This design comes from an exercise in tuning for small area, a short achievable clock period and few clock cycles per item on the open sky130 flow, not from production work.
In this exercise RTL edits were held to simulation tests only and were not proved equivalent to the original.

==> flow/design.v (outline; a module is shown in full before it is edited, if it fits) <==
// module npnz_engine: 421 lines
// module npnz_mac: 1483 lines
// module npnz_fa: 4 lines
module npnz_engine (
    input             clk,
    input             rst,           
    input             cmd_valid,
    output            cmd_ready,
    input      [31:0] cmd_data,
    output            rsp_valid,
    output     [31:0] rsp_data,
    output            mem_req,
    output            mem_we,
    output     [15:0] mem_addr,
    output     [15:0] mem_wdata,
    input             mem_ack,
    input      [15:0] mem_rdata
);
  // ...
==> flow/run.sh <==
#!/bin/bash
# synth_recipe.tcl (not shown) runs the flow's synth.tcl, then flattens the netlist and writes it again
# the make line also repeats each setting of config.mk as NAME=value (left out here)
make -C /OpenROAD-flow-scripts/flow DESIGN_CONFIG=/design/flow/config.mk WORK_HOME=/design/flow/orfs CLKGATE_MAP_FILE= SYNTH_SCRIPT=/design/flow/synth_recipe.tcl finish
==> flow/config.mk <==
export PLATFORM = sky130hd
export DESIGN_NAME = npnz_engine
export DESIGN_NICKNAME = npnz_engine
export VERILOG_FILES = /design/flow/design.v
export SDC_FILE = /design/flow/constraint.sdc
export NUM_CORES = 8
export LEC_CHECK = 0
export CAP_MARGIN = 20
export CORE_MARGIN = 2
export CORE_UTILIZATION = 60
export MIN_ROUTING_LAYER = met1
export PLACE_DENSITY = 0.75
export SETUP_SLACK_MARGIN = 5
export SLEW_MARGIN = 20
export SYNTH_HIERARCHICAL = 1
export SYNTH_MINIMUM_KEEP_SIZE = 0
==> flow/constraint.sdc <==
create_clock -name core_clock -period 13.0 [get_ports {clk}]
set_input_delay 2.6000 -clock core_clock [delete_from_list [all_inputs] [get_ports {clk}]]
set_output_delay 2.6000 -clock core_clock [all_outputs]
set_load 0.01 [all_outputs]
==> impl_results.md, run 1 <==
- WS Path Type: reg2reg
- Met3 GRT Util: 0.1888
- Gr busiest metal: met2
- Largest register FFs: 64
- H-Tree Depth: 3
- Routability Congestion: approximately 1.1
- Nets@finish: about 7400
- Clk cell area share: 0.03587
- Critical path's largest stage delay: 570 ps
- Main combinational cell family by area after synthesis: adder cells
- Crit path time final: between 8000 and 9000 ps
- Buffers, non-clock: slightly below 500
- Top flop regs: w (64), mr (49), pb (49)
- CP startpoint kind: register
- Worst Reg2Reg Path Length in Cells: 25
- Synth Area in Simple Gates: 0.1716
- Num CTS Buffers: just under 80
- FF+latch count, synth: 670
- Post-CTS sizing: 308
- Worst-Margin Slew: 1233 ps
- Netlist cell types: roughly 110
- Status: finished clean
- Worst EP arrival: 8560 ps
- Worst r2r src: op_p1
- CP Capture Type: register
- Worst reg2reg setup slack: 4960 ps
Testbench counts, summed over its fixed seeds: cycles 19,560, items 3,352.
==> module npnz_engine, before the edit <==
module npnz_engine (
    input             clk,
    input             rst,           
    input             cmd_valid,
    output            cmd_ready,
    input      [31:0] cmd_data,
    output            rsp_valid,
    output     [31:0] rsp_data,
    output            mem_req,
    output            mem_we,
    output     [15:0] mem_addr,
    output     [15:0] mem_wdata,
    input             mem_ack,
    input      [15:0] mem_rdata
);
    localparam [3:0] OP_NOP    = 4'h0;
    localparam [3:0] OP_EVAL   = 4'h1;
    localparam [3:0] OP_EVALF  = 4'h2;
    localparam [3:0] OP_RSTH   = 4'h3;
    localparam [3:0] OP_CONFIG = 4'h4;
    localparam [3:0] OP_RDREG  = 4'h5;
    localparam [3:0] OP_WRREG  = 4'h6;
    localparam [3:0] RC_OK       = 4'd0;
    localparam [3:0] RC_ILLEGAL  = 4'd1;
    localparam [3:0] RC_ADDR     = 4'd2;
    localparam [3:0] RC_ACCESS   = 4'd3;
    localparam [3:0] RC_NOTCFG   = 4'd4;
    localparam [3:0] RC_CFGLEN   = 4'd5;
    localparam [3:0] RC_CFGBOUND = 4'd6;
    localparam [3:0] S_IDLE = 4'd0;
    localparam [3:0] S_E0W  = 4'd1;    
    localparam [3:0] S_K1   = 4'd2;
    localparam [3:0] S_K2   = 4'd3;
    localparam [3:0] S_K3   = 4'd4;
    localparam [3:0] S_K4   = 4'd5;
    localparam [3:0] S_K5   = 4'd6;    
    localparam [3:0] S_DIS  = 4'd7;    
    localparam [3:0] S_CFG  = 4'd8;
    localparam [3:0] S_P0   = 4'd9;
    localparam [3:0] S_P1   = 4'd10;
    localparam [3:0] S_P2   = 4'd11;
    localparam [3:0] S_RSP  = 4'd12;
    reg [31:0] coef_a0, coef_a1, coef_b0, coef_b1, coef_b2;
    reg [15:0] hist_e0, hist_e1, hist_e2, hist_u0, hist_u1;
    reg [15:0] preshift, postshift_a, postshift_b, postscaler;
    reg [15:0] out_min, out_max, in_offset;
    reg [15:0] ref_bind, fb_bind, act_bind;
    reg        ctrl_en;
    reg        st_configured, st_cfgerr, st_sat_err, st_sat_acc, st_sat_clamp;
    reg [3:0]  state;
    reg        fmode;         
    reg [48:0] mr;            
    reg [48:0] pb;            
    reg [47:0] t2;            
    reg [63:0] w;             
    reg [15:0] smp;           
    reg [3:0]  rcode;         
    reg [4:0]  idx;           
    reg        len_ok0;       
    reg        bad_bounds;    
    reg op_acca, op_p1, op_pb2, op_pb1, op_t2, op_t2u1, op_p2, op_sha, op_shb;
    wire idle = (state == S_IDLE);
    assign cmd_ready = idle;
    wire [3:0]  c_op  = cmd_data[31:28];
    wire [11:0] c_ra  = cmd_data[27:16];
    wire [15:0] c_imm = cmd_data[15:0];
    wire ra_z  = (c_ra == 12'd0);
    wire imm_z = (c_imm == 16'd0);
    reg c_illegal;
    always @* begin
        case (c_op)
            OP_NOP:    c_illegal = !ra_z || !imm_z;
            OP_EVAL:   c_illegal = !ra_z;
            OP_EVALF:  c_illegal = !ra_z || !imm_z;
            OP_RSTH:   c_illegal = !ra_z || !imm_z;
            OP_CONFIG: c_illegal = !ra_z;
            OP_RDREG:  c_illegal = !imm_z;
            OP_WRREG:  c_illegal = 1'b0;
            default:   c_illegal = 1'b1;
        endcase
    end
    wire c_eval  = (c_op == OP_EVAL)  && ra_z;
    wire c_evalf = (c_op == OP_EVALF) && ra_z && imm_z;
    wire start_rd = idle && cmd_valid && st_configured &&
                    (c_evalf || (c_eval && ctrl_en));
    reg        rd_mapped;
    reg [15:0] rd_value;
    always @* begin
        rd_mapped = 1'b1;
        rd_value  = 16'd0;
        case (c_ra)
            12'h000: rd_value = {15'd0, ctrl_en};
            12'h001: rd_value = {11'd0, st_sat_clamp, st_sat_acc, st_sat_err,
                                 st_cfgerr, st_configured};
            12'h002: rd_value = ref_bind;
            12'h003: rd_value = fb_bind;
            12'h004: rd_value = act_bind;
            12'h005: rd_value = out_min;
            12'h006: rd_value = out_max;
            12'h007: rd_value = in_offset;
            12'h008: rd_value = preshift;
            12'h009: rd_value = postshift_a;
            12'h00A: rd_value = postshift_b;
            12'h00B: rd_value = postscaler;
            12'h00C: rd_value = 16'd2;
            12'h00D: rd_value = 16'd3;
            12'h100: rd_value = coef_a0[15:0];
            12'h101: rd_value = coef_a0[31:16];
            12'h102: rd_value = coef_a1[15:0];
            12'h103: rd_value = coef_a1[31:16];
            12'h200: rd_value = coef_b0[15:0];
            12'h201: rd_value = coef_b0[31:16];
            12'h202: rd_value = coef_b1[15:0];
            12'h203: rd_value = coef_b1[31:16];
            12'h204: rd_value = coef_b2[15:0];
            12'h205: rd_value = coef_b2[31:16];
            12'h300: rd_value = hist_e0;
            12'h301: rd_value = hist_e1;
            12'h302: rd_value = hist_e2;
            12'h380: rd_value = hist_u0;
            12'h381: rd_value = hist_u1;
            default: rd_mapped = 1'b0;
        endcase
    end
    wire wr_writable = (c_ra <= 12'h004);
    wire st_wr  = (state == S_K5) || (state == S_DIS);
    wire sel_fb = (idle && cmd_data[29]) || (state == S_E0W && fmode);
    assign mem_req  = start_rd || st_wr || (state == S_E0W) || (state == S_CFG) ||
                      (state == S_K1 && fmode);
    assign mem_we   = st_wr;
    assign mem_addr = st_wr ? act_bind :
                      (state == S_CFG) ? smp :
                      sel_fb ? fb_bind : ref_bind;
    wire stall = !idle && mem_req && !mem_ack;
    wire cfg_len_bad = (idx == 5'd1) && (!len_ok0 || mem_rdata != 16'd3);
    wire cfg_bnd_bad = (idx == 5'd11) && bad_bounds;
    reg [3:0] nstate;
    reg       nfmode;
    always @* begin
        nstate = state;
        nfmode = fmode;
        if (rst) begin
            nstate = S_IDLE;
        end else if (!stall) begin
            case (state)
            S_IDLE: if (cmd_valid) begin
                nfmode = c_op[1];
                if (!c_illegal) begin
                    case (c_op)
                    OP_EVAL, OP_EVALF:
                        if (st_configured) begin
                            if (!ctrl_en && (!c_op[1] || mem_ack)) nstate = S_DIS;
                            else nstate = mem_ack ? S_K1 : S_E0W;
                        end
                    OP_CONFIG: nstate = S_CFG;
                    default: ;
                    endcase
                end
            end
            S_E0W:  nstate = (fmode && !ctrl_en) ? S_DIS : S_K1;
            S_K1:   nstate = S_K2;
            S_K2:   nstate = S_K3;
            S_K3:   nstate = S_K4;
            S_K4:   nstate = S_K5;
            S_K5:   nstate = S_IDLE;
            S_DIS:  nstate = S_IDLE;
            S_CFG:  nstate = (cfg_len_bad || cfg_bnd_bad) ? S_RSP :
                             (idx == 5'd21) ? S_P0 : S_CFG;
            S_P0:   nstate = S_P1;
            S_P1:   nstate = S_P2;
            S_P2:   nstate = S_RSP;
            default: nstate = S_IDLE;
            endcase
        end
    end
    always @(posedge clk) begin
        state   <= nstate;
        fmode   <= nfmode;
        op_acca <= (nstate == S_IDLE) || (nstate == S_E0W);
        op_sha  <= (nstate == S_K1);
        op_p1   <= (nstate == S_K1 && !nfmode) || (nstate == S_K2 &&  nfmode);
        op_pb2  <= (nstate == S_K2 && !nfmode) || (nstate == S_K3 &&  nfmode) || (nstate == S_P0);
        op_pb1  <= (nstate == S_K4 && !nfmode) || (nstate == S_K5 &&  nfmode) || (nstate == S_P1);
        op_t2   <= (nstate == S_K5 && !nfmode) || (nstate == S_K1 &&  nfmode) || (nstate == S_P2);
        op_t2u1 <= (nstate == S_P2);
        op_p2   <= (nstate == S_K3 && !nfmode) || (nstate == S_K4 &&  nfmode);
        op_shb  <= (nstate == S_K2 && !nfmode) || (nstate == S_K3 &&  nfmode);
    end
    wire [15:0] e_s = idle ? c_imm : smp;
    wire signed [17:0] err_full = $signed({{2{mem_rdata[15]}}, mem_rdata})
                                - $signed({{2{e_s[15]}}, e_s})
                                + $signed({{2{in_offset[15]}}, in_offset});
    wire err_ok = (err_full[17:15] == 3'b000) || (err_full[17:15] == 3'b111);
    wire [15:0] err_sat = err_ok ? err_full[15:0] : (err_full[17] ? 16'h8000 : 16'h7FFF);
    wire [31:0] ma = ({32{op_acca}} & coef_a0) |
                     ({32{op_p1}}   & coef_b0) |
                     ({32{op_pb2}}  & coef_b2) |
                     ({32{op_pb1}}  & coef_b1) |
                     ({32{op_t2}}   & coef_a1) |
                     ({32{op_p2}}   & w[31:0]);
    wire [15:0] mb = ({16{op_acca || (op_t2 && !op_t2u1)}} & hist_u0) |
                     ({16{op_p1 || op_pb1}} & hist_e0) |
                     ({16{op_pb2}}          & hist_e1) |
                     ({16{op_p2}}           & postscaler) |
                     ({16{op_t2u1}}         & hist_u1);
    wire [48:0] mc = ({49{op_acca}} & {t2[47], t2}) |
                     ({49{op_p1 || op_pb1}} & pb);
    wire [48:0] m_out;
    npnz_mac u_mac (.a(ma), .b(mb), .c(mc), .p(m_out));
    wire        nshb   = (state == S_K1 && !fmode) || (state == S_K2 && fmode);
    wire [15:0] ps_nx  = nshb ? postshift_b : postshift_a;
    wire signed [17:0] r_full = $signed({2'b00, ps_nx}) - $signed({{2{preshift[15]}}, preshift});
    reg  [6:0] r_ns, r_s;
    always @(posedge clk) begin
        r_ns <= (r_full < -18'sd63) ? 7'd0 : (r_full > 18'sd64) ? 7'd127 : r_full[6:0] + 7'd63;
        r_s  <= 7'd48 + ((ps_nx[15:6] != 10'd0) ? 7'd63 : {1'b0, ps_nx[5:0]});
    end
    wire        acc_s  = mr[48];
    wire        p_neg  = preshift[15];
    wire        p_big  = !p_neg && (preshift[14:6] != 9'd0);      
    wire [5:0]  m_lo   = ~preshift[5:0];                          
    reg  [63:0] pmask;
    integer     k;
    always @* begin
        for (k = 0; k < 64; k = k + 1)
            pmask[k] = p_big || (k[5:0] >= m_lo);
    end
    wire sh_sat = !p_neg && ((|((mr[47:0] ^ {48{acc_s}}) & pmask[47:0])) || (p_big && acc_s));
    wire [6:0]   r_amt  = sh_sat ? r_s : r_ns;
    wire [48:0]  sh_in  = sh_sat ? {acc_s, {48{~acc_s}}} : mr;
    wire         sh_fill = sh_sat & ~acc_s;
    wire [190:0] z0 = {{79{acc_s}}, sh_in, {63{sh_fill}}};
    wire [190:0] z1 = r_amt[0] ? {acc_s, z0[190:1]} : z0;
    wire [190:0] z2 = r_amt[1] ? {{2{acc_s}}, z1[190:2]} : z1;
    wire [190:0] z3 = r_amt[2] ? {{4{acc_s}}, z2[190:4]} : z2;
    wire [190:0] z4 = r_amt[3] ? {{8{acc_s}}, z3[190:8]} : z3;
    wire [190:0] z5 = r_amt[4] ? {{16{acc_s}}, z4[190:16]} : z4;
    wire [190:0] z6 = r_amt[5] ? {{32{acc_s}}, z5[190:32]} : z5;
    wire [190:0] z7 = r_amt[6] ? {{64{acc_s}}, z6[190:64]} : z6;
    wire [63:0]  sh_out = z7[63:0];
    wire [32:0] lo_sum = {1'b0, sh_out[31:0]} + {1'b0, w[31:0]};
    wire        c_lo   = lo_sum[32];
    wire [32:0] ha_ = {sh_out[63], sh_out[63:32]};
    wire [32:0] hb_ = {w[63], w[63:32]};
    wire [32:0] hx  = ha_ ^ hb_;
    wire hi_zero = (hx[0] == c_lo) && (hx[32:1] == (ha_[31:0] | hb_[31:0]));
    wire hi_ones = (hx[0] != c_lo) && (~hx[32:1] == (ha_[31:0] & hb_[31:0]));
    wire        c32_ok = lo_sum[31] ? hi_ones : hi_zero;
    reg  [31:0] cg, cp;
    integer     n;
    always @* begin
        cg = {1'b0, sh_out[62:32] & w[62:32]};
        cp = {1'b1, sh_out[62:32] | w[62:32]};
        for (n = 16; n >= 1; n = n / 2)
            for (k = 0; k < n; k = k + 1) begin
                cg[k] = cg[2*k+1] | (cp[2*k+1] & cg[2*k]);
                cp[k] = cp[2*k+1] & cp[2*k];
            end
    end
    wire        c63 = cg[0] | (cp[0] & c_lo);
    wire        c64 = (sh_out[63] & w[63]) | (c63 & (sh_out[63] ^ w[63]));
    wire        sum_sign = sh_out[63] ^ w[63] ^ c64;
    wire        sum_ovf  = c63 ^ c64;
    wire [31:0] c32 = c32_ok ? lo_sum[31:0] : (sum_sign ? 32'h8000_0000 : 32'h7FFF_FFFF);
    wire p2_ok = (&w[48:30]) || (~|w[48:30]);
    wire [15:0] y_raw = w[30:15];
    wire dis   = (state == S_DIS);
    wire cl_hi = ($signed(y_raw) > $signed(out_max));
    wire cl_lo = ($signed(y_raw) < $signed(out_min));
    wire y_min = dis || (p2_ok ? cl_lo : w[48]);
    wire y_max = p2_ok ? cl_hi : !w[48];
    wire [15:0] y_out = y_min ? out_min : y_max ? out_max : y_raw;
    wire f_clamp = p2_ok ? (cl_lo || cl_hi) :
                   w[48] ? (out_min != 16'h8000) : (out_max != 16'h7FFF);
    assign mem_wdata = y_out;
    wire   c_busy    = !c_illegal && ((c_op == OP_CONFIG) ||
                                      ((c_op == OP_EVAL || c_op == OP_EVALF) && st_configured));
    wire   rsp_now   = idle && cmd_valid && !c_busy;
    reg [3:0]  now_code;
    reg [15:0] now_data;
    always @* begin
        now_code = RC_OK;
        now_data = 16'd0;
        if (c_illegal) now_code = RC_ILLEGAL;
        else case (c_op)
            OP_EVAL, OP_EVALF: now_code = RC_NOTCFG;
            OP_RDREG: if (rd_mapped) now_data = rd_value; else now_code = RC_ADDR;
            OP_WRREG: now_code = !rd_mapped ? RC_ADDR : !wr_writable ? RC_ACCESS : RC_OK;
            default: ;
        endcase
    end
    wire   rsp_reg   = (state == S_RSP);
    assign rsp_valid = rsp_now || rsp_reg || (st_wr && mem_ack);
    assign rsp_data  = {12'd0, idle ? now_code : rsp_reg ? rcode : 4'd0,
                        idle ? now_data : rsp_reg ? 16'd0 : y_out};
    wire push_e = !rst && mem_ack &&
                  ((idle && cmd_valid && !c_op[1] && start_rd) ||
                   (state == S_E0W && !fmode) ||
                   (state == S_K1 && fmode));
    always @(posedge clk) begin
        if (push_e) begin
            hist_e0 <= err_sat;
            hist_e1 <= hist_e0;
            hist_e2 <= hist_e1;
        end
        if (rst) begin
            ctrl_en       <= 1'b0;
            st_configured <= 1'b0;
            st_cfgerr     <= 1'b0;
            st_sat_err    <= 1'b0;
            st_sat_acc    <= 1'b0;
            st_sat_clamp  <= 1'b0;
        end else if (!stall) begin
            if (push_e && !err_ok) st_sat_err <= 1'b1;
            if (op_acca || op_p1) mr <= m_out;
            if (op_pb2 || op_pb1) pb <= m_out;
            if (op_t2) t2 <= m_out[47:0];
            if (op_p2) w[48:0] <= m_out;
            if (op_sha) begin
                w <= sh_out;
                if (sh_sat) st_sat_acc <= 1'b1;
            end
            if (op_shb) begin
                w[31:0] <= c32;
                if (sh_sat || sum_ovf) st_sat_acc <= 1'b1;
            end
            case (state)
            S_IDLE: if (cmd_valid) begin
                if (!c_illegal) begin
                    case (c_op)
                    OP_EVAL, OP_EVALF: begin
                        smp <= c_op[1] ? mem_rdata : c_imm;
                    end
                    OP_RSTH: begin
                        hist_e0 <= 16'd0; hist_e1 <= 16'd0; hist_e2 <= 16'd0;
                        hist_u0 <= 16'd0; hist_u1 <= 16'd0;
                        pb <= 49'd0;
                        t2 <= 48'd0;
                    end
                    OP_CONFIG: begin
                        smp   <= c_imm;
                        idx   <= 5'd0;
                        rcode <= RC_OK;
                    end
                    OP_WRREG: begin
                        if (rd_mapped && wr_writable) begin
                            case (c_ra[2:0])
                                3'd0: ctrl_en <= c_imm[0];
                                3'd1: begin
                                    if (c_imm[1]) st_cfgerr    <= 1'b0;
                                    if (c_imm[2]) st_sat_err   <= 1'b0;
                                    if (c_imm[3]) st_sat_acc   <= 1'b0;
                                    if (c_imm[4]) st_sat_clamp <= 1'b0;
                                end
                                3'd2: ref_bind <= c_imm;
                                3'd3: fb_bind  <= c_imm;
                                default: act_bind <= c_imm;
                            endcase
                        end
                    end
                    default: ;  
                    endcase
                end
            end
            S_E0W: if (fmode) smp <= mem_rdata;
            S_K5: begin
                hist_u0 <= y_out;
                hist_u1 <= hist_u0;
                if (f_clamp) st_sat_clamp <= 1'b1;
                if (!p2_ok) st_sat_acc <= 1'b1;
            end
            S_CFG: begin
                smp <= smp + 16'd1;
                idx <= idx + 5'd1;
                case (idx)
                5'd0: len_ok0 <= (mem_rdata == 16'd2);
                5'd1: if (cfg_len_bad) begin
                    st_cfgerr <= 1'b1;
                    rcode     <= RC_CFGLEN;
                end
                5'd2, 5'd3, 5'd4: mr <= {mr[32:0], mem_rdata};
                5'd5, 5'd6: w[31:0] <= {w[15:0], mem_rdata};
                5'd7: begin
                    bad_bounds <= ($signed(w[15:0]) > $signed(mem_rdata));
                    if (!($signed(w[15:0]) > $signed(mem_rdata))) begin
                        preshift    <= mr[47:32];
                        postshift_a <= mr[31:16];
                        postshift_b <= mr[15:0];
                        postscaler  <= w[31:16];
                        out_min     <= w[15:0];
                        out_max     <= mem_rdata;
                    end
                end
                5'd8:  if (!bad_bounds) in_offset <= mem_rdata;
                5'd9:  if (!bad_bounds) ref_bind  <= mem_rdata;
                5'd10: if (!bad_bounds) fb_bind   <= mem_rdata;
                5'd11: if (!bad_bounds) act_bind  <= mem_rdata;
                       else begin
                           st_cfgerr <= 1'b1;
                           rcode     <= RC_CFGBOUND;
                       end
                5'd12: coef_a0[15:0]  <= mem_rdata;
                5'd13: coef_a0[31:16] <= mem_rdata;
                5'd14: coef_a1[15:0]  <= mem_rdata;
                5'd15: coef_a1[31:16] <= mem_rdata;
                5'd16: coef_b0[15:0]  <= mem_rdata;
                5'd17: coef_b0[31:16] <= mem_rdata;
                5'd18: coef_b1[15:0]  <= mem_rdata;
                5'd19: coef_b1[31:16] <= mem_rdata;
                5'd20: coef_b2[15:0]  <= mem_rdata;
                default: begin
                    coef_b2[31:16] <= mem_rdata;
                    st_configured  <= 1'b1;
                end
                endcase
            end
            default: ;
            endcase
        end
    end
endmodule
==> run 2, diff against run 1 <==
--- a/flow/design.v
+++ b/flow/design.v
@@ -40,5 +40,10 @@
     localparam [3:0] S_P1   = 4'd10;
     localparam [3:0] S_P2   = 4'd11;
-    localparam [3:0] S_RSP  = 4'd12;
+    localparam [3:0] S_RSP  = 4'd12;   
+    localparam [3:0] S_RRD  = 4'd13;   
+    localparam [1:0] RD_SMP = 2'd0;    
+    localparam [1:0] RD_ALO = 2'd1;    
+    localparam [1:0] RD_AHI = 2'd2;    
+    localparam [1:0] RD_B   = 2'd3;    
     reg [31:0] coef_a0, coef_a1, coef_b0, coef_b1, coef_b2;
     reg [15:0] hist_e0, hist_e1, hist_e2, hist_u0, hist_u1;
@@ -59,4 +64,5 @@
     reg        len_ok0;       
     reg        bad_bounds;    
+    reg [1:0]  rd_kind;       
     reg op_acca, op_p1, op_pb2, op_pb1, op_t2, op_t2u1, op_p2, op_sha, op_shb;
     wire idle = (state == S_IDLE);
@@ -86,7 +92,11 @@
     reg        rd_mapped;
     reg [15:0] rd_value;
+    reg [1:0]  rd_src;
+    reg [6:0]  rd_op;         
     always @* begin
         rd_mapped = 1'b1;
         rd_value  = 16'd0;
+        rd_src    = RD_SMP;
+        rd_op     = 7'd0;
         case (c_ra)
             12'h000: rd_value = {15'd0, ctrl_en};
@@ -102,22 +112,22 @@
             12'h009: rd_value = postshift_a;
             12'h00A: rd_value = postshift_b;
-            12'h00B: rd_value = postscaler;
+            12'h00B: begin rd_src = RD_B;   rd_op = 7'b0000001; end
             12'h00C: rd_value = 16'd2;
             12'h00D: rd_value = 16'd3;
-            12'h100: rd_value = coef_a0[15:0];
-            12'h101: rd_value = coef_a0[31:16];
-            12'h102: rd_value = coef_a1[15:0];
-            12'h103: rd_value = coef_a1[31:16];
-            12'h200: rd_value = coef_b0[15:0];
-            12'h201: rd_value = coef_b0[31:16];
-            12'h202: rd_value = coef_b1[15:0];
-            12'h203: rd_value = coef_b1[31:16];
-            12'h204: rd_value = coef_b2[15:0];
-            12'h205: rd_value = coef_b2[31:16];
-            12'h300: rd_value = hist_e0;
-            12'h301: rd_value = hist_e1;
+            12'h100: begin rd_src = RD_ALO; rd_op = 7'b1000000; end
+            12'h101: begin rd_src = RD_AHI; rd_op = 7'b1000000; end
+            12'h102: begin rd_src = RD_ALO; rd_op = 7'b0000100; end
+            12'h103: begin rd_src = RD_AHI; rd_op = 7'b0000100; end
+            12'h200: begin rd_src = RD_ALO; rd_op = 7'b0100000; end
+            12'h201: begin rd_src = RD_AHI; rd_op = 7'b0100000; end
+            12'h202: begin rd_src = RD_ALO; rd_op = 7'b0001000; end
+            12'h203: begin rd_src = RD_AHI; rd_op = 7'b0001000; end
+            12'h204: begin rd_src = RD_ALO; rd_op = 7'b0010000; end
+            12'h205: begin rd_src = RD_AHI; rd_op = 7'b0010000; end
+            12'h300: begin rd_src = RD_B;   rd_op = 7'b0100000; end
+            12'h301: begin rd_src = RD_B;   rd_op = 7'b0010000; end
             12'h302: rd_value = hist_e2;
-            12'h380: rd_value = hist_u0;
-            12'h381: rd_value = hist_u1;
+            12'h380: begin rd_src = RD_B;   rd_op = 7'b1000000; end
+            12'h381: begin rd_src = RD_B;   rd_op = 7'b0000110; end
             default: rd_mapped = 1'b0;
         endcase
@@ -134,5 +144,4 @@
     wire stall = !idle && mem_req && !mem_ack;
     wire cfg_len_bad = (idx == 5'd1) && (!len_ok0 || mem_rdata != 16'd3);
-    wire cfg_bnd_bad = (idx == 5'd11) && bad_bounds;
     reg [3:0] nstate;
     reg       nfmode;
@@ -154,4 +163,5 @@
                         end
                     OP_CONFIG: nstate = S_CFG;
+                    OP_RDREG:  if (rd_mapped) nstate = S_RRD;
                     default: ;
                     endcase
@@ -165,6 +175,6 @@
             S_K5:   nstate = S_IDLE;
             S_DIS:  nstate = S_IDLE;
-            S_CFG:  nstate = (cfg_len_bad || cfg_bnd_bad) ? S_RSP :
-                             (idx == 5'd21) ? S_P0 : S_CFG;
+            S_CFG:  nstate = cfg_len_bad ? S_RSP :
+                             ((idx == 5'd11 && bad_bounds) || idx == 5'd21) ? S_P0 : S_CFG;
             S_P0:   nstate = S_P1;
             S_P1:   nstate = S_P2;
@@ -174,15 +184,19 @@
         end
     end
+    wire nrrd = (nstate == S_RRD);
     always @(posedge clk) begin
         state   <= nstate;
         fmode   <= nfmode;
-        op_acca <= (nstate == S_IDLE) || (nstate == S_E0W);
+        op_acca <= (nstate == S_IDLE) || (nstate == S_E0W) || (nrrd && rd_op[6]);
         op_sha  <= (nstate == S_K1);
-        op_p1   <= (nstate == S_K1 && !nfmode) || (nstate == S_K2 &&  nfmode);
-        op_pb2  <= (nstate == S_K2 && !nfmode) || (nstate == S_K3 &&  nfmode) || (nstate == S_P0);
-        op_pb1  <= (nstate == S_K4 && !nfmode) || (nstate == S_K5 &&  nfmode) || (nstate == S_P1);
-        op_t2   <= (nstate == S_K5 && !nfmode) || (nstate == S_K1 &&  nfmode) || (nstate == S_P2);
-        op_t2u1 <= (nstate == S_P2);
-        op_p2   <= (nstate == S_K3 && !nfmode) || (nstate == S_K4 &&  nfmode);
+        op_p1   <= (nstate == S_K1 && !nfmode) || (nstate == S_K2 &&  nfmode) || (nrrd && rd_op[5]);
+        op_pb2  <= (nstate == S_K2 && !nfmode) || (nstate == S_K3 &&  nfmode) || (nstate == S_P0) ||
+                   (nrrd && rd_op[4]);
+        op_pb1  <= (nstate == S_K4 && !nfmode) || (nstate == S_K5 &&  nfmode) || (nstate == S_P1) ||
+                   (nrrd && rd_op[3]);
+        op_t2   <= (nstate == S_K5 && !nfmode) || (nstate == S_K1 &&  nfmode) || (nstate == S_P2) ||
+                   (nrrd && rd_op[2]);
+        op_t2u1 <= (nstate == S_P2) || (nrrd && rd_op[1]);
+        op_p2   <= (nstate == S_K3 && !nfmode) || (nstate == S_K4 &&  nfmode) || (nrrd && rd_op[0]);
         op_shb  <= (nstate == S_K2 && !nfmode) || (nstate == S_K3 &&  nfmode);
     end
@@ -198,5 +212,5 @@
                      ({32{op_pb1}}  & coef_b1) |
                      ({32{op_t2}}   & coef_a1) |
-                     ({32{op_p2}}   & w[31:0]);
+                     ({32{op_p2}}   & mr[31:0]);
     wire [15:0] mb = ({16{op_acca || (op_t2 && !op_t2u1)}} & hist_u0) |
                      ({16{op_p1 || op_pb1}} & hist_e0) |
@@ -263,39 +277,44 @@
     wire        sum_ovf  = c63 ^ c64;
     wire [31:0] c32 = c32_ok ? lo_sum[31:0] : (sum_sign ? 32'h8000_0000 : 32'h7FFF_FFFF);
-    wire p2_ok = (&w[48:30]) || (~|w[48:30]);
-    wire [15:0] y_raw = w[30:15];
+    wire p2_ok = (&mr[48:30]) || (~|mr[48:30]);
+    wire [15:0] y_raw = mr[30:15];
     wire dis   = (state == S_DIS);
     wire cl_hi = ($signed(y_raw) > $signed(out_max));
     wire cl_lo = ($signed(y_raw) < $signed(out_min));
-    wire y_min = dis || (p2_ok ? cl_lo : w[48]);
-    wire y_max = p2_ok ? cl_hi : !w[48];
+    wire y_min = dis || (p2_ok ? cl_lo : mr[48]);
+    wire y_max = p2_ok ? cl_hi : !mr[48];
     wire [15:0] y_out = y_min ? out_min : y_max ? out_max : y_raw;
     wire f_clamp = p2_ok ? (cl_lo || cl_hi) :
-                   w[48] ? (out_min != 16'h8000) : (out_max != 16'h7FFF);
+                   mr[48] ? (out_min != 16'h8000) : (out_max != 16'h7FFF);
     assign mem_wdata = y_out;
-    wire   c_busy    = !c_illegal && ((c_op == OP_CONFIG) ||
+    wire   c_busy    = !c_illegal && ((c_op == OP_CONFIG) || (c_op == OP_RDREG && rd_mapped) ||
                                       ((c_op == OP_EVAL || c_op == OP_EVALF) && st_configured));
     wire   rsp_now   = idle && cmd_valid && !c_busy;
     reg [3:0]  now_code;
-    reg [15:0] now_data;
     always @* begin
         now_code = RC_OK;
-        now_data = 16'd0;
         if (c_illegal) now_code = RC_ILLEGAL;
         else case (c_op)
             OP_EVAL, OP_EVALF: now_code = RC_NOTCFG;
-            OP_RDREG: if (rd_mapped) now_data = rd_value; else now_code = RC_ADDR;
+            OP_RDREG: now_code = RC_ADDR;
             OP_WRREG: now_code = !rd_mapped ? RC_ADDR : !wr_writable ? RC_ACCESS : RC_OK;
             default: ;
         endcase
     end
-    wire   rsp_reg   = (state == S_RSP);
-    assign rsp_valid = rsp_now || rsp_reg || (st_wr && mem_ack);
-    assign rsp_data  = {12'd0, idle ? now_code : rsp_reg ? rcode : 4'd0,
-                        idle ? now_data : rsp_reg ? 16'd0 : y_out};
+    wire        rsp_cfg = (state == S_RSP);
+    wire        rsp_rd  = (state == S_RRD);
+    wire [15:0] rd_out  = (rd_kind == RD_ALO) ? ma[15:0] :
+                          (rd_kind == RD_AHI) ? ma[31:16] :
+                          (rd_kind == RD_B)   ? mb : smp;
+    assign rsp_valid = rsp_now || rsp_cfg || rsp_rd || (st_wr && mem_ack);
+    assign rsp_data  = {12'd0, idle ? now_code : rsp_cfg ? rcode : 4'd0,
+                        st_wr ? y_out : rsp_rd ? rd_out : 16'd0};
     wire push_e = !rst && mem_ack &&
                   ((idle && cmd_valid && !c_op[1] && start_rd) ||
                    (state == S_E0W && !fmode) ||
                    (state == S_K1 && fmode));
+    wire keep_pt = !rsp_rd;
+    always @(posedge clk)
+        w <= sh_out;
     always @(posedge clk) begin
         if (push_e) begin
@@ -313,14 +332,10 @@
         end else if (!stall) begin
             if (push_e && !err_ok) st_sat_err <= 1'b1;
-            if (op_acca || op_p1) mr <= m_out;
-            if (op_pb2 || op_pb1) pb <= m_out;
-            if (op_t2) t2 <= m_out[47:0];
-            if (op_p2) w[48:0] <= m_out;
-            if (op_sha) begin
-                w <= sh_out;
-                if (sh_sat) st_sat_acc <= 1'b1;
-            end
+            if (op_acca || op_p1 || op_p2) mr <= m_out;
+            if ((op_pb2 || op_pb1) && keep_pt) pb <= m_out;
+            if (op_t2 && keep_pt) t2 <= m_out[47:0];
+            if (op_sha && sh_sat) st_sat_acc <= 1'b1;
             if (op_shb) begin
-                w[31:0] <= c32;
+                mr[31:0] <= c32;
                 if (sh_sat || sum_ovf) st_sat_acc <= 1'b1;
             end
@@ -343,4 +358,8 @@
                         rcode <= RC_OK;
                     end
+                    OP_RDREG: begin
+                        smp     <= rd_value;
+                        rd_kind <= rd_src;
+                    end
                     OP_WRREG: begin
                         if (rd_mapped && wr_writable) begin
@@ -379,14 +398,14 @@
                     rcode     <= RC_CFGLEN;
                 end
-                5'd2, 5'd3, 5'd4: mr <= {mr[32:0], mem_rdata};
-                5'd5, 5'd6: w[31:0] <= {w[15:0], mem_rdata};
+                5'd2, 5'd3, 5'd4: pb[47:0] <= {pb[31:0], mem_rdata};
+                5'd5, 5'd6: t2[31:0] <= {t2[15:0], mem_rdata};
                 5'd7: begin
-                    bad_bounds <= ($signed(w[15:0]) > $signed(mem_rdata));
-                    if (!($signed(w[15:0]) > $signed(mem_rdata))) begin
-                        preshift    <= mr[47:32];
-                        postshift_a <= mr[31:16];
-                        postshift_b <= mr[15:0];
-                        postscaler  <= w[31:16];
-                        out_min     <= w[15:0];
+                    bad_bounds <= ($signed(t2[15:0]) > $signed(mem_rdata));
+                    if (!($signed(t2[15:0]) > $signed(mem_rdata))) begin
+                        preshift    <= pb[47:32];
+                        postshift_a <= pb[31:16];
+                        postshift_b <= pb[15:0];
+                        postscaler  <= t2[31:16];
+                        out_min     <= t2[15:0];
                         out_max     <= mem_rdata;
                     end
==> run 2 against run 1 <==
Compared with the run above: sequential share of layout area rose by 0.98 points; register-to-register slack better by 100 ps; final cell count shrank 8.8%; highest routed layer unchanged.
==> impl_results.md, run 2 <==
- Fin Hold WS: 460.9 ps (about the same)
- Number of flops mapped to enable cells by yosys: 526 (was 588)
- Synth top area share: 0.2660 (was 0.2819)
- Die W: 318.6 um (was 327.1 um)
- Drt pass-1 iters: 11 (was 14)
- Slew headroom: 0.2150 (was 0.1751)
- Core Area: 98280 um2 (was 103500 um2)
- Worst-path cell chain: buf_12, buf_4, buf_16, nor4_1, nand4_1, o41ai_1, buf_4, a21boi_0, nand2_1, o21ai_2, a2bb2oi_4, buf_4, nor2_1, a21oi_1, clkdlybuf4s50_1
- Crit path time final: 7953 ps (was 8044 ps)
- Global-route wire length before repair: 352.7 mm (was 396.0 mm)
- Tcrit/Tclk final: 0.6118 (was 0.6188)
- Synthesis Warnings: 7 (unchanged)
- Fmax: 0.1257 GHz (was 0.1243 GHz)
- Cell Rows: 115 (was 118)
- Type of the tightest min-delay check: reg2reg (unchanged)
- Vias in the first global route: 50490 (was 56070)
- Layout area overhead: 13.71% (was 15.27%)
- Final Hold Violating Endpoints: 0 (unchanged)
- Met2 WL post-DR: 101.4 mm (was 116.7 mm)
- Post-synth ARST share: 0 (unchanged)
- CTS tree: done (unchanged)
- Worst-Margin Slew: 1178 ps (was 1233 ps)
- Clock latency on the worst-skew pair: 730 ps (was 710 ps)
- Layout cells sized above 1: 0.1292 (was 0.1477)
- Remaining global-route overflow: 0 (unchanged)
- Pins over their slew limit: 0 (unchanged)
- Hold path start: hist_e2[1] (was hist_e2[15])
- Total number of vias: 53340 (was 60150)
- Top cells by area, synth: edfxtp_1 27%, fa_1 17%, and2_1 5.3% (was edfxtp_1 28%, fa_1 16%, ha_1 5.0%)
- Initial antenna violation count: 17 (was 27)
- Top flop regs: w (64), mr (49), pb (49) (unchanged)
- Final wirelength: 249.6 mm (was 286.5 mm)
- Worst EP arrival: 5350 ps (was 8560 ps)
- Met3 routed WL: 39.48 mm (was 46.70 mm)
- Die area: 101500 um2 (was 107000 um2)
- # DRC: 0 (unchanged)
- Slowest-stage cell, CP: clkdlybuf4s50_1 (was fa_1)
- Setup violators final: 0 (unchanged)
- Multi-input logic area: 39600 um2 (was 42920 um2)
- Io pins: 120 (unchanged)
- Worst Setup SP: mr[48] (was op_p1)
- Most instantiated cells after synthesis: 551 x nand2_1, 526 x edfxtp_1, 500 x and2_1, 500 x fa_1 (was 646 x nand2_1, 588 x edfxtp_1, 500 x fa_1)
- Number of port buffers: 106 (unchanged)
- FF+latch area: 18730 um2 (was 19320 um2)
- Uppermost layer routed: met5 (unchanged)
- Setup TNS: 0 ps (unchanged)
- Routability Congestion: 1.079 (was 1.071)
- Max Cap Viol: 0 (unchanged)
- Clock sinks: 672 (was 670)
- Most common cell after layout, fill and taps aside: nand2_1 (unchanged)
- Root buffer cell: clkbuf_16 (unchanged)
- Worst r2r src: mr[3] (was op_p1)
- Worst-path fanout max: 48 (was 18)
- Die height: 318.6 um (was 327.1 um)
- Largest net degree at the start of global routing: 78 (was 163)
- Nets@finish: 6823 (was 7432)
- Netlist cell types: 98 (was 107)
- Main flop type after synthesis: edfxtp_1 (unchanged)
- WS Path Type: reg2out (was reg2reg)
- Largest register FFs: 64 (unchanged)
- Largest area contributor in the netlist: edfxtp_1 (unchanged)
- Status: finished clean (unchanged)
- DRT antenna net count: 0 (unchanged)
- Num CTS Buffers: 76 (was 77)
- Worst-path clk slew: 60 ps (about the same)
- Largest Register: w (unchanged)
- DP HPWL: 177.5 mm (was 193.6 mm)
- Sequential share of the synthesized area: 0.3152 (was 0.3081)
- Routed len/inst: 33.81 um (was 35.40 um)
- All-Layer GR Usage: 0.4788 (was 0.5151)
- CP startpoint kind: register (unchanged)
- Critical path's largest stage delay: 640 ps (was 570 ps)
- CTS max path bufs: 3 (unchanged)
- Post-synthesis cell area: 59390 um2 (was 62630 um2)
- FF+latch count, synth: 672 (was 670)
- Number of vias per cell: 7.226 (was 7.433)
- H-Tree Depth: 3 (unchanged)
- Filler instances: 7569 (was 7860)
- Initial DRC count: 8630 (was 10850)
- Initial Utilization: 0.6043 (was 0.6052)
- Count leader, synth: nand2_1 (unchanged)
- Synthesized instance count: 5921 (was 6496)
- Met1 wire length: 88.08 mm (was 96.05 mm)
- Data required, critical path: 10400 ps (was 13510 ps)
- Commonest cells after routing, fill and taps aside: 544 x nand2_1, 526 x edfxtp_1, 499 x fa_1, 498 x and2_1, 325 x a21oi_1 (was 623 x nand2_1, 588 x edfxtp_1, 499 x fa_1, 484 x and2_1, 445 x nor2_1)
- Post-Syn Area per Cell: 10.03 um2 (was 9.642 um2)
- Most used cell, CP: buf_4 (was fa_1)
- Worst Skew: 78.54 ps (was 76.20 ps)
- RSZ-0062 raised after global routing: true (unchanged)
- CP Capture Type: output port (was register)
[run 2: cell count changes after synthesis, moves of 62 or more]
cell,change
nor2_1,-160
nand2_1,-95
a21oi_1,-80
a22oi_1,-71
o21ai_0,+69
dfxtp_1,+64
inv_1,-63
edfxtp_1,-62
[run 2: final timing paths]
path / end / slack, ps / depth (start not counted)
max: mem_wdata[2] / 5050 / 15
min: hist_e2[1] / 460 / 2
max reg2reg: mr[25] / 5060 / 32
min reg2reg: hist_e2[1] / 460 / 2
[run 2: cell families after synthesis]
family          after synthesis  share of synthesized area
simple gates               1893                     0.1612
compound gates             1471                     0.1669
fa+ha+maj                   749                     0.2210
flops                       672                     0.3152
buf+inv                     635                    0.04191
mux                         316                    0.06668
xor+xnor                    183                    0.02699
other cells                   2                  0.0001265
[run 2: area by class of cell]
class / instances / share of cell area
sequential: 672 / 0.2774
inverter: 213 / 0.01195
clock buffer: 94 / 0.03050
clock inverter: 47 / 0.009875
tap: 1287 / 0.02385
timing repair buffer: 422 / 0.05964
multi-input combinational: 4637 / 0.5864
antenna: 10 / 0.0003706
[run 2: critical path, delay by kind of cell, from the launching register on]
| kind | cells | cell delay, ps |
|---|---|---|
| AOI/OAI and AO/OA | 5 | 1700 |
| buffers and inverters | 6 | 1910 |
| DFF | 1 | 460 |
| and+or+nand+nor | 4 | 600 |
[run 2: stage by stage]
step	std cells	setup slack (ps)	util	area [um2]
2_1_floorplan	5934	5461	-	59450
3_3_place_gp	7084	3439	0.6306	61970
3_5_place_dp	7084	3247	0.6307	61980
4_1_cts	7259	4935	0.6677	65620
5_1_grt	7374	4845	0.6869	67510
6_report	7382	5047	0.6871	67530
[run 2: metal layers]
layer | vias to the layer above | track usage
met5 | - | 0
met4 | 14 | 0.3088
met3 | 1058 | 0.1757
met2 | 4635 | 0.6709
met1 | 25940 | 0.6253
li1 | 21690 | -
[run 2: per-module statistics from Yosys, one instance, submodules excluded]
module / flip-flops and latches / times used / cells / cell area [um2]
npnz_engine: 672 / 1 / 4454 / 43810
npnz_fa: 0 / 466 / 1 / 20.02
npnz_mac: 0 / 1 / 1001 / 6247
[run 2: what timing repair did]
item                                    in CTS  in global routing
hold endpoints to repair                     0                  0
endpoints found under the setup margin     211                185
resized for setup                          132                158
hold buffers                                 0                  0
gates cloned                                 5                 16
setup buffers                               29                 96
pin swaps                                   12                 51
Testbench counts of run 2, summed over its fixed seeds: cycles 19,624, items 3,352.
==> run 3, diff against run 2 <==
--- a/flow/config.mk
+++ b/flow/config.mk
@@ -9,4 +9,7 @@
 export CORE_MARGIN = 2
 export CORE_UTILIZATION = 60
+export CTS_BUF_LIST = sky130_fd_sc_hd__clkbuf_8 sky130_fd_sc_hd__clkbuf_16
+export CTS_CLUSTER_DIAMETER = 80
+export CTS_CLUSTER_SIZE = 25
 export MIN_ROUTING_LAYER = met1
 export PLACE_DENSITY = 0.75
==> run 3 against run 2 <==
Compared with the run above: still clean; register-to-register slack worse by 80 ps; synthesized cell count unchanged; core utilization down 1.1 points; fmax shrank 0.81%; final cell count shrank 0.75%; sequential share of layout area increased by 0.46 points; non-clock buffer count stayed put; setup slack got worse by 65 ps; hold slack improved by 4.9 ps; synthesized area is the same; die area is the same.
==> impl_results.md, run 3 <==
- Data required, critical path: 13520 ps (was 10400 ps)
- Setup violators final: 0 (unchanged)
- Die W: 318.6 um (unchanged)
- Commonest cells after routing, fill and taps aside: 545 x nand2_1, 526 x edfxtp_1, 499 x fa_1, 498 x and2_1, 320 x a21oi_1 (was 544 x nand2_1, 526 x edfxtp_1, 499 x fa_1, 498 x and2_1, 325 x a21oi_1)
- Setup TNS: 0 ps (unchanged)
- Tcrit/Tclk final: 0.6167 (was 0.6118)
- Total number of vias: 52960 (was 53340)
- Largest net degree at the start of global routing: 78 (unchanged)
- Placed insts: 7084 (unchanged)
- Clock latency on the worst-skew pair: 720 ps (was 730 ps)
- Cell Rows: 115 (unchanged)
- Worst EP arrival: 8540 ps (was 5350 ps)
- Largest area contributor in the netlist: edfxtp_1 (unchanged)
- Worst Reg2Reg Path Length in Cells: 20 (was 32)
- Vias in the first global route: 50090 (was 50490)
- Global-route wire length before repair: 351.3 mm (was 352.7 mm)
- DP HPWL: 177.5 mm (unchanged)
- Layout area overhead: 11.86% (was 13.71%)
- GR Layer Usage met1: 0.6199 (was 0.6253)
- Final wirelength: 247.8 mm (was 249.6 mm)
- Pre-CTS WS: 3247 ps (unchanged)
- Number of flops mapped to enable cells by yosys: 526 (unchanged)
- FF+latch count, synth: 672 (unchanged)
- Nets@finish: 6789 (was 6823)
- Synthesized instance count: 5921 (unchanged)
- Worst-Margin Slew: 1203 ps (was 1178 ps)
- Top cells by area, synth: edfxtp_1 27%, fa_1 17%, and2_1 5.3% (unchanged)
- Clock sinks: 672 (unchanged)
- Initial antenna violation count: 19 (was 17)
- Die area: 101500 um2 (unchanged)
- H-Tree Depth: 2 (was 3)
- Gr busiest metal: met2 (unchanged)
- Initial DRC count: 8507 (was 8630)
- Synth top area share: 0.2660 (unchanged)
- Type of the tightest min-delay check: reg2reg (unchanged)
- Worst-path fanout max: 16 (was 48)
- Remaining global-route overflow: 0 (unchanged)
- Filler instances: 7736 (was 7569)
- Final Hold Violating Endpoints: 0 (unchanged)
- Main flop type after synthesis: edfxtp_1 (unchanged)
- Num CTS Buffers: 44 (was 76)
- Netlist cell types: 98 (unchanged)
- Io pins: 120 (unchanged)
- WS Path Type: reg2reg (was reg2out)
- Status: finished clean (unchanged)
- Post-Syn Area per Cell: 10.03 um2 (unchanged)
- Slew headroom: 0.1980 (was 0.2150)
- Hold path depth: 2 (unchanged)
- Largest register FFs: 64 (unchanged)
- Drt pass-1 iters: 11 (unchanged)
- Worst-path clk slew: 100 ps (was 60 ps)
- Post-synthesis cell area: 59390 um2 (unchanged)
- CP startpoint kind: register (unchanged)
- CTS tree: done (unchanged)
- Fmax: 0.1247 GHz (was 0.1257 GHz)
- Pins over their slew limit: 0 (unchanged)
- Most common cell after layout, fill and taps aside: nand2_1 (unchanged)
- Met3 GRT Util: 0.1828 (was 0.1757)
- Die height: 318.6 um (unchanged)
- Post-CTS Hold Fix Bufs: 0 (unchanged)
- Count leader, synth: nand2_1 (unchanged)
- CP Capture Type: register (was output port)
- Number of vias per cell: 7.228 (was 7.226)
- Largest Register: w (unchanged)
- Synthesis Warnings: 7 (unchanged)
- Routability Congestion: 1.079 (unchanged)
- Sequential share of the synthesized area: 0.3152 (unchanged)
- Top flop regs: w (64), mr (49), pb (49) (unchanged)
- Final cell count without fillers: 7327 (was 7382)
- All-Layer GR Usage: 0.4765 (was 0.4788)
- Met2 Use GR: 0.6639 (was 0.6709)
- Routed len/inst: 33.82 um (was 33.81 um)
- Post-synth ARST share: 0 (unchanged)
- CTS max path bufs: 3 (unchanged)
- DRT antenna net count: 0 (unchanged)
- Most instantiated cells after synthesis: 551 x nand2_1, 526 x edfxtp_1, 500 x and2_1, 500 x fa_1 (unchanged)
- Max Cap Viol: 0 (unchanged)
- # DRC: 0 (unchanged)
- Final Worst Setup Slack: 4983 ps (was 5047 ps)
- Layout cells sized above 1: 0.1224 (was 0.1292)
- Worst Skew: 70.65 ps (was 78.54 ps)
- Initial Utilization: 0.6043 (unchanged)
- Crit path time final: 8017 ps (was 7953 ps)
- Core Area: 98280 um2 (unchanged)
- RSZ-0062 raised after global routing: true (unchanged)
- Root buffer cell: clkbuf_16 (unchanged)
- Number of port buffers: 106 (unchanged)
## run 3: cell types whose count changed in the layout (fill, tap and decap cells not counted), moves of 6 or more
cell	change
bufinv_16	-9
clkbuf_1	-9
clkbuf_16	-29
clkbuf_8	-10
clkinv_2	-15
clkinv_8	+6
diode_2	+7
inv_1	+9
o21ai_1	-6
## run 3: path summary, 6_finish.rpt
check / end / startpoint / slack (ps)
hold / removal: hist_e2[1] / hist_e2[1] / 470
hold reg to reg: hist_e2[1] / hist_e2[1] / 470
setup reg to reg: pb[43] / mr[14] / 4980
setup / recovery: pb[43] / mr[14] / 4980
## run 3: what timing repair did
item	4_1_cts	5_1_grt
hold endpoints to repair	0	0
pin swaps	14	53
setup endpoints to repair	214	177
gates resized for setup	139	155
setup buffers	34	88
cloned	5	17
## run 3: worst max-delay path, cell delays in order, from the launching register on
cell and delay (ps):
edfxtp_1 770, a22oi_1 550, nand3_1 240, buf_4 290, and2_1 230, fa_1 510
fa_1 560, fa_1 450, fa_1 400, fa_1 600, fa_1 440, ha_1 410
a21o_1 240, a21o_1 180, a21oi_1 200, o2111ai_1 190, o211ai_1 350, o21ai_0 250
xnor2_1 610, mux2i_1 160, o21ai_0 200
## run 3: layout make-up
type / instances / area [um2] / share of cell area
Inverter: 213 / 807.0 / 0.01215
Clock buffer: 44 / 1101 / 0.01657
Multi-Input combinational cell: 4635 / 39650 / 0.5968
Antenna cell: 17 / 42.54 / 0.0006404
Tap cell: 1287 / 1610 / 0.02424
Sequential cell: 672 / 18730 / 0.2820
Clock inverter: 37 / 470.5 / 0.007082
Timing Repair Buffer: 422 / 4019 / 0.06050
## run 3: cells by family (layout without fill, tap and decap cells)
kind of cell / after synthesis / after routing / share of synthesized area
and+or+nand+nor: 1893 / 1893 / 0.1612
AOI/OAI and AO/OA: 1471 / 1473 / 0.1669
adders and majority gates: 749 / 749 / 0.2210
DFF: 672 / 672 / 0.3152
buffers and inverters: 635 / 716 / 0.04191
muxes: 316 / 322 / 0.06668
xor gates and xnor gates: 183 / 183 / 0.02699
other: 2 / 32 / 0.0001265
## run 3: modules after synthesis, one instance, submodules excluded
module	copies in the design	cell area, um2
npnz_engine	1	43810
npnz_mac	1	6247
npnz_fa	466	20.02
## run 3: metal layers
| layer | up-vias | part of all wire |
|---|---|---|
| met5 | - | 0.00052 |
| met4 | 16 | 0.080 |
| met3 | 988 | 0.16 |
| met2 | 4590 | 0.41 |
| met1 | 25750 | 0.35 |
| li1 | 21610 | - |
## run 3: through the flow
stage	cell area (um2)	utilization	hold WS, ps
2_1_floorplan	59450	-	436.1
3_3_place_gp	61970	0.6306	444.7
3_5_place_dp	61980	0.6307	449.3
4_1_cts	64550	0.6568	464.0
5_1_grt	66400	0.6756	481.3
6_report	66430	0.6760	465.8

==> what the ideal ports hide <==
No port has a modelled driver above. Below, the same layouts with a new extraction and two added sets of constraints. Step 1: set_driving_cell puts a clkbuf_16 on clk and a buf_2 on each other input, an assumption about the parent block. Step 2 also shifts input and output timing later by t, the mid clock arrival at the registers, as if the neighbouring blocks saw the same clock. Three values: no drivers, after step 1, after step 2; two values: the first two.
run | t (ns) | setup WS [ns] | worst setup path at the end | worst slew at a driven data input, ns
run 1 | 0.752 | 4.956 / 4.938 / 4.601 | input to register | 0.05
run 2 | 0.764 | 5.047 / 4.968 / 4.476 | input to register | 0.05
run 3 | 0.766 | 4.983 / 4.957 / 4.364 | input to register | 0.05
After both steps setup and hold are still met in every run listed. For run 3, which loses most, drivers alone change the setup slack by -0.026 ns; drivers and shift together by -0.619 ns.
